Source: an optimization exercise on an open RTL-to-GDS flow (aim: small area). Production flows keep margins and buffers that such runs may drop. The RTL was checked by simulation tests, not by an equivalence proof against the original design. Power figures rest on the tool's default switching activity, not on a simulated workload.

==> inputs of raven <==
==> flow/design.v <==
module rclc_crc8_step #(
    parameter [7:0] POLY = 8'hD5
) (
    input  wire [7:0] crc_in,
    input  wire [7:0] data_in,
    output wire [7:0] crc_out
);
    wire [7:0] r0 = crc_in ^ data_in;
    wire [7:0] r1 = r0[7] ? ({r0[6:0], 1'b0} ^ POLY) : {r0[6:0], 1'b0};
    wire [7:0] r2 = r1[7] ? ({r1[6:0], 1'b0} ^ POLY) : {r1[6:0], 1'b0};
    wire [7:0] r3 = r2[7] ? ({r2[6:0], 1'b0} ^ POLY) : {r2[6:0], 1'b0};
    wire [7:0] r4 = r3[7] ? ({r3[6:0], 1'b0} ^ POLY) : {r3[6:0], 1'b0};
    wire [7:0] r5 = r4[7] ? ({r4[6:0], 1'b0} ^ POLY) : {r4[6:0], 1'b0};
    wire [7:0] r6 = r5[7] ? ({r5[6:0], 1'b0} ^ POLY) : {r5[6:0], 1'b0};
    wire [7:0] r7 = r6[7] ? ({r6[6:0], 1'b0} ^ POLY) : {r6[6:0], 1'b0};
    wire [7:0] r8 = r7[7] ? ({r7[6:0], 1'b0} ^ POLY) : {r7[6:0], 1'b0};
    assign crc_out = r8;
endmodule
module rclc_deframer (
    input  wire       clk,
    input  wire       rst,         
    input  wire       in_valid,    
    input  wire [7:0] in_byte,
    input  wire       dec_reset,   
    output reg        ev_valid,    
    output reg  [1:0] dec_event,   
    output reg  [2:0] rx_state,    
    output reg        frame_valid,
    output wire [7:0] frame_dc,
    output wire [7:0] frame_len,
    input  wire [5:0] rd_addr,
    output wire [7:0] rd_data      
);
    localparam [7:0] V2_POLY   = 8'hD5;
    localparam [7:0] HDR_V2    = 8'hCC;
    localparam [7:0] HDR_CRC   = 8'hA5;    
    localparam [2:0] S_HEADER = 3'd0,
                     S_DC     = 3'd1,
                     S_LEN    = 3'd2,
                     S_PAY    = 3'd3,
                     S_CRC    = 3'd4;
    localparam [1:0] EV_NONE     = 2'd0,
                     EV_FRAME    = 2'd1,
                     EV_FRAMING  = 2'd2,
                     EV_CHECKSUM = 2'd3;
    reg  [3:0]   rx_dc;
    reg  [5:0]   rx_len;
    reg  [5:0]   rx_rem;       
    reg  [7:0]   rx_crc;
    reg  [3:0]   fr_dc;
    reg  [5:0]   fr_len;
    reg  [495:0] rx_q;
    reg  [495:0] frame_q;
    assign frame_dc  = {4'h0, fr_dc};
    assign frame_len = {2'b00, fr_len};
    wire [7:0] crc_next;
    rclc_crc8_step #(.POLY(V2_POLY)) u_crc (
        .crc_in (rx_crc),
        .data_in(in_byte),
        .crc_out(crc_next)
    );
    wire st_hdr = (rx_state == S_HEADER);
    wire st_dc  = (rx_state == S_DC);
    wire st_len = (rx_state == S_LEN);
    wire st_pay = (rx_state == S_PAY);
    wire st_crc = (rx_state == S_CRC);
    wire crc_ok = (in_byte == rx_crc);
    wire commit = in_valid & ~dec_reset & st_crc & crc_ok;
    always @(posedge clk) begin
        if (in_valid)
            rx_q <= {rx_q[487:0], in_byte};
        if (commit)
            frame_q <= rx_q;
    end
    always @(posedge clk) begin
        if (in_valid) begin
            rx_crc <= st_hdr ? HDR_CRC : crc_next;
            rx_rem <= st_len ? in_byte[5:0] : rx_rem - 6'd1;
            if (st_dc)
                rx_dc <= in_byte[3:0];
            if (st_len)
                rx_len <= in_byte[5:0];
        end
        if (commit) begin
            fr_dc  <= rx_dc;
            fr_len <= rx_len;
        end
    end
    always @(posedge clk) begin
        if (rst) begin
            ev_valid    <= 1'b0;
            dec_event   <= EV_NONE;
            rx_state    <= S_HEADER;
            frame_valid <= 1'b0;
        end else if (dec_reset) begin
            ev_valid <= 1'b0;
            rx_state <= S_HEADER;
        end else if (in_valid) begin
            ev_valid <= 1'b1;
            case (rx_state)
                S_HEADER: begin
                    rx_state  <= (in_byte == HDR_V2) ? S_DC : S_HEADER;
                    dec_event <= (in_byte == HDR_V2) ? EV_NONE : EV_FRAMING;
                end
                S_DC: begin
                    rx_state  <= (in_byte[7:4] != 4'h0) ? S_HEADER : S_LEN;
                    dec_event <= (in_byte[7:4] != 4'h0) ? EV_FRAMING : EV_NONE;
                end
                S_LEN: begin
                    rx_state  <= (in_byte > 8'd62) ? S_HEADER :
                                 (in_byte == 8'd0) ? S_CRC : S_PAY;
                    dec_event <= (in_byte > 8'd62) ? EV_FRAMING : EV_NONE;
                end
                S_PAY: begin
                    rx_state  <= (rx_rem == 6'd1) ? S_CRC : S_PAY;
                    dec_event <= EV_NONE;
                end
                S_CRC: begin
                    if (crc_ok)
                        frame_valid <= 1'b1;
                    rx_state  <= S_HEADER;
                    dec_event <= crc_ok ? EV_FRAME : EV_CHECKSUM;
                end
                default: begin
                    rx_state  <= S_HEADER;
                    dec_event <= EV_FRAMING;
                end
            endcase
        end else begin
            ev_valid <= 1'b0;
        end
    end
    wire [5:0] rd_pos = fr_len + ~rd_addr;
    assign rd_data = frame_q[8*rd_pos +: 8];
endmodule
==> flow/run.sh <==
#!/bin/bash
# synth_recipe.tcl (not shown) runs the flow's synth.tcl, then flattens the netlist and writes it again
# the make line also repeats each setting of config.mk as NAME=value (left out here)
make -C /OpenROAD-flow-scripts/flow DESIGN_CONFIG=/design/flow/config.mk WORK_HOME=/design/flow/orfs CLKGATE_MAP_FILE= SYNTH_SCRIPT=/design/flow/synth_recipe.tcl finish
==> flow/config.mk <==
export PLATFORM = sky130hd
export DESIGN_NAME = rclc_deframer
export DESIGN_NICKNAME = rclc_deframer
export VERILOG_FILES = /design/flow/design.v
export SDC_FILE = /design/flow/constraint.sdc
export NUM_CORES = 4
export LEC_CHECK = 0
export CAP_MARGIN = 20
export CORE_MARGIN = 2
export CORE_UTILIZATION = 40
export SLEW_MARGIN = 20
==> flow/constraint.sdc <==
create_clock -name core_clock -period 10.0 [get_ports {clk}]
set_input_delay 2.0000 -clock core_clock [delete_from_list [all_inputs] [get_ports {clk}]]
set_output_delay 2.0000 -clock core_clock [all_outputs]
set_load 0.01 [all_outputs]
==> umber: changes against raven <==
==> flow/design.v, changed modules only <==
module rclc_deframer (
    input  wire       clk,
    input  wire       rst,         
    input  wire       in_valid,    
    input  wire [7:0] in_byte,
    input  wire       dec_reset,   
    output reg        ev_valid,    
    output reg  [1:0] dec_event,   
    output reg  [2:0] rx_state,    
    output reg        frame_valid,
    output wire [7:0] frame_dc,
    output wire [7:0] frame_len,
    input  wire [5:0] rd_addr,
    output wire [7:0] rd_data      
);
    localparam [7:0] V2_POLY   = 8'hD5;
    localparam [7:0] HDR_V2    = 8'hCC;
    localparam [7:0] HDR_CRC   = 8'hA5;    
    localparam [2:0] S_HEADER = 3'd0,
                     S_DC     = 3'd1,
                     S_LEN    = 3'd2,
                     S_PAY    = 3'd3,
                     S_CRC    = 3'd4;
    localparam [1:0] EV_NONE     = 2'd0,
                     EV_FRAME    = 2'd1,
                     EV_FRAMING  = 2'd2,
                     EV_CHECKSUM = 2'd3;
    reg  [3:0]   rx_dc;
    reg  [5:0]   rx_len;
    reg  [5:0]   rx_rem;       
    reg  [7:0]   rx_crc;
    reg  [3:0]   fr_dc;
    reg  [5:0]   fr_len;
    reg  [495:0] rx_q;
    reg  [495:0] frame_q;
    assign frame_dc  = {4'h0, fr_dc};
    assign frame_len = {2'b00, fr_len};
    wire [7:0] crc_next;
    rclc_crc8_step #(.POLY(V2_POLY)) u_crc (
        .crc_in (rx_crc),
        .data_in(in_byte),
        .crc_out(crc_next)
    );
    wire st_hdr = (rx_state == S_HEADER);
    wire st_dc  = (rx_state == S_DC);
    wire st_len = (rx_state == S_LEN);
    wire st_pay = (rx_state == S_PAY);
    wire st_crc = (rx_state == S_CRC);
    wire crc_ok = (crc_next == 8'h00);
    wire commit = in_valid & ~dec_reset & st_crc & crc_ok;
    reg          ph;           
    wire         rx_ld   = in_valid;
    wire         rx_ld_n = ~in_valid;
    wire         fr_ld   = commit;
    wire         fr_ld_n = ~commit;
    wire [495:0] rx_d;
    wire [495:0] frame_d;
    wire [503:0] rx_src = {rx_q, in_byte ^ {8{ph}}};
    genvar gh;
    generate
        for (gh = 0; gh < 62; gh = gh + 1) begin : g_hold
            rclc_hold8 u_rx (
                .s(rx_ld), .s_n(rx_ld_n),
                .a(rx_src[8*gh +: 8]), .q(rx_q[8*gh +: 8]), .y(rx_d[8*gh +: 8])
            );
            rclc_hold8 u_fr (
                .s(fr_ld), .s_n(fr_ld_n),
                .a(rx_q[8*gh +: 8]), .q(frame_q[8*gh +: 8]), .y(frame_d[8*gh +: 8])
            );
        end
    endgenerate
    always @(posedge clk) begin
        ph      <= ~(ph | rst);
        rx_q    <= rx_d;
        frame_q <= frame_d;
    end
    always @(posedge clk) begin
        if (in_valid) begin
            rx_crc <= st_hdr ? HDR_CRC : crc_next;
            rx_rem <= st_len ? in_byte[5:0] : rx_rem - 6'd1;
            if (st_dc)
                rx_dc <= in_byte[3:0];
            if (st_len)
                rx_len <= in_byte[5:0];
        end
        if (commit) begin
            fr_dc  <= rx_dc;
            fr_len <= rx_len;
        end
    end
    always @(posedge clk) begin
        if (rst) begin
            ev_valid    <= 1'b0;
            dec_event   <= EV_NONE;
            rx_state    <= S_HEADER;
            frame_valid <= 1'b0;
        end else if (dec_reset) begin
            ev_valid <= 1'b0;
            rx_state <= S_HEADER;
        end else if (in_valid) begin
            ev_valid <= 1'b1;
            case (rx_state)
                S_HEADER: begin
                    rx_state  <= (in_byte == HDR_V2) ? S_DC : S_HEADER;
                    dec_event <= (in_byte == HDR_V2) ? EV_NONE : EV_FRAMING;
                end
                S_DC: begin
                    rx_state  <= (in_byte[7:4] != 4'h0) ? S_HEADER : S_LEN;
                    dec_event <= (in_byte[7:4] != 4'h0) ? EV_FRAMING : EV_NONE;
                end
                S_LEN: begin
                    rx_state  <= (in_byte > 8'd62) ? S_HEADER :
                                 (in_byte == 8'd0) ? S_CRC : S_PAY;
                    dec_event <= (in_byte > 8'd62) ? EV_FRAMING : EV_NONE;
                end
                S_PAY: begin
                    rx_state  <= (rx_rem == 6'd1) ? S_CRC : S_PAY;
                    dec_event <= EV_NONE;
                end
                S_CRC: begin
                    if (crc_ok)
                        frame_valid <= 1'b1;
                    rx_state  <= S_HEADER;
                    dec_event <= crc_ok ? EV_FRAME : EV_CHECKSUM;
                end
                default: begin
                    rx_state  <= S_HEADER;
                    dec_event <= EV_FRAMING;
                end
            endcase
        end else begin
            ev_valid <= 1'b0;
        end
    end
    wire [5:0]  rd_pos = fr_len + ~rd_addr;
    wire [7:0]  rd_hi_n;
    wire [7:0]  rd_lo_n;
    wire [63:0] rd_sel;
    rclc_dec3n u_dec_hi (.a(rd_pos[5:3]), .y_n(rd_hi_n));
    rclc_dec3n u_dec_lo (.a(rd_pos[2:0]), .y_n(rd_lo_n));
    genvar gi, gb;
    generate
        for (gi = 0; gi < 64; gi = gi + 1) begin : g_sel
            rclc_nor2 u_sel (.a(rd_hi_n[gi / 8]), .b(rd_lo_n[gi % 8]), .y(rd_sel[gi]));
        end
        for (gb = 0; gb < 8; gb = gb + 1) begin : g_rd
            wire [20:0] grp_n;
            for (gi = 0; gi < 20; gi = gi + 1) begin : g_grp
                rclc_rd_aoi3 u_aoi (
                    .d({frame_q[8*(3*gi+2)+gb], frame_q[8*(3*gi+1)+gb], frame_q[8*(3*gi)+gb]}),
                    .s(rd_sel[3*gi+2 : 3*gi]),
                    .y(grp_n[gi])
                );
            end
            rclc_rd_aoi2 u_aoi2 (
                .d({frame_q[8*61+gb], frame_q[8*60+gb]}),
                .s(rd_sel[61:60]),
                .y(grp_n[20])
            );
            assign rd_data[gb] = ~&grp_n ^ ph;
        end
    endgenerate
endmodule
module rclc_rd_aoi3 (
    input  wire [2:0] d,
    input  wire [2:0] s,
    output wire       y
);
    assign y = ~|(d & s);
endmodule
module rclc_rd_aoi2 (
    input  wire [1:0] d,
    input  wire [1:0] s,
    output wire       y
);
    assign y = ~|(d & s);
endmodule
module rclc_hold8 (
    input  wire       s,
    input  wire       s_n,
    input  wire [7:0] a,
    input  wire [7:0] q,
    output wire [7:0] y
);
    genvar k;
    generate
        for (k = 0; k < 8; k = k + 1) begin : g_bit
            rclc_hold1 u_bit (.s(s), .s_n(s_n), .a(a[k]), .q(q[k]), .y(y[k]));
        end
    endgenerate
endmodule
module rclc_hold1 (
    input  wire s,
    input  wire s_n,
    input  wire a,
    input  wire q,
    output wire y
);
    assign y = ~((s_n | a) & (s | q));
endmodule
module rclc_dec3n (
    input  wire [2:0] a,
    output wire [7:0] y_n
);
    assign y_n = ~(8'd1 << a);
endmodule
module rclc_nor2 (
    input  wire a,
    input  wire b,
    output wire y
);
    assign y = ~(a | b);
endmodule
--- a/flow/config.mk
+++ b/flow/config.mk
@@ -8,4 +8,8 @@
 export CAP_MARGIN = 20
 export CORE_MARGIN = 2
-export CORE_UTILIZATION = 40
+export CORE_UTILIZATION = 70
+export CTS_BUF_LIST = sky130_fd_sc_hd__clkbuf_8
+export CTS_CLUSTER_DIAMETER = 50
+export CTS_CLUSTER_SIZE = 16
 export SLEW_MARGIN = 20
+export SYNTH_HIERARCHICAL = 1
==> comparison table <==
	umber	raven
Outcome	timing/DRC/antenna clean	timing/DRC/antenna clean
Clock buffer count	79	121
Fraction of the mapped netlist area in adder cells	0.3482%	0.3335%
Slew at the pin closest to its max-slew limit	1199 ps	1081 ps
Multi-input combinational area share	29.54%	11.78%
Most frequently used flop master after synthesis	sky130_fd_sc_hd__dfxtp_1	sky130_fd_sc_hd__edfxtp_1
Static Leakage	12.07 nW	13.01 nW
Max rail drop VDD	0.2311 mV	0.1244 mV
Total number of multi-input combinational cells	1440	357
Cell Rows	76	110
Arrival time at the worst endpoint	7640 ps	6260 ps
Power consumed by sequential cells	0.00476 W	0.00496 W
Die width	214.1 µm	304.1 µm
Capture point of the critical path	rd_data[2]	rd_data[0]
Worst setup skew after layout	31.78 ps	16.04 ps
P_comb	0.000407 W	0.000331 W
Wire length of the first global-routing pass	134200 µm	86420 µm
Area of all placed cells without fillers	0.03352 mm²	0.04090 mm²
Levels on crit path	16	12
Endpoint of the worst hold path	fr_len[1]	frame_q[489]
Final Worst Setup Slack	363.4 ps	1742 ps
Register bit count reported by yosys	1034	1033
Synth Area in Simple Gates	3.364%	1.105%
Fraction of the mapped netlist area in compound gates	26.00%	0.8547%
Final min period	9637 ps	8258 ps
Met3 demand-to-capacity share in global routing	6.199%	2.054%
Non-clock buffering overhead	1.885%	1.683%

[what the ideal ports hide]
The flow's constraints put no driver on any port. The routed layouts listed below were extracted and timed again, unchanged, in two steps.
Step 1 (the two cells are an assumption about what drives the block):
set clk [get_ports {clk}]
set_driving_cell -lib_cell sky130_fd_sc_hd__clkbuf_16 $clk
set_driving_cell -lib_cell sky130_fd_sc_hd__buf_2 [delete_from_list [all_inputs] $clk]
Step 2, shift: input delay + t, output delay - t, t = (earliest + latest rising clock arrival at the registers) / 2. This alone moves slack from input paths to output paths.
a / b / c = no drivers / after step 1 / after step 2; a / b = the first two.
run | shift t [ns] | setup WS [ns] | hold slack, ns | slew at the worst register clock pin (ns)
raven | 0.693 | 1.742 / 1.718 / 1.718 | 0.421 / 0.421 / 0.421 | 0.07 / 0.07
umber | 0.730 | 0.363 / 0.330 / 0.330 | 0.421 / 0.421 / 0.421 | 0.11 / 0.11
After both steps setup and hold are still met in every run listed. The setup slack of umber, which loses most, moves by -0.033 ns with the drivers and by -0.033 ns with both steps.
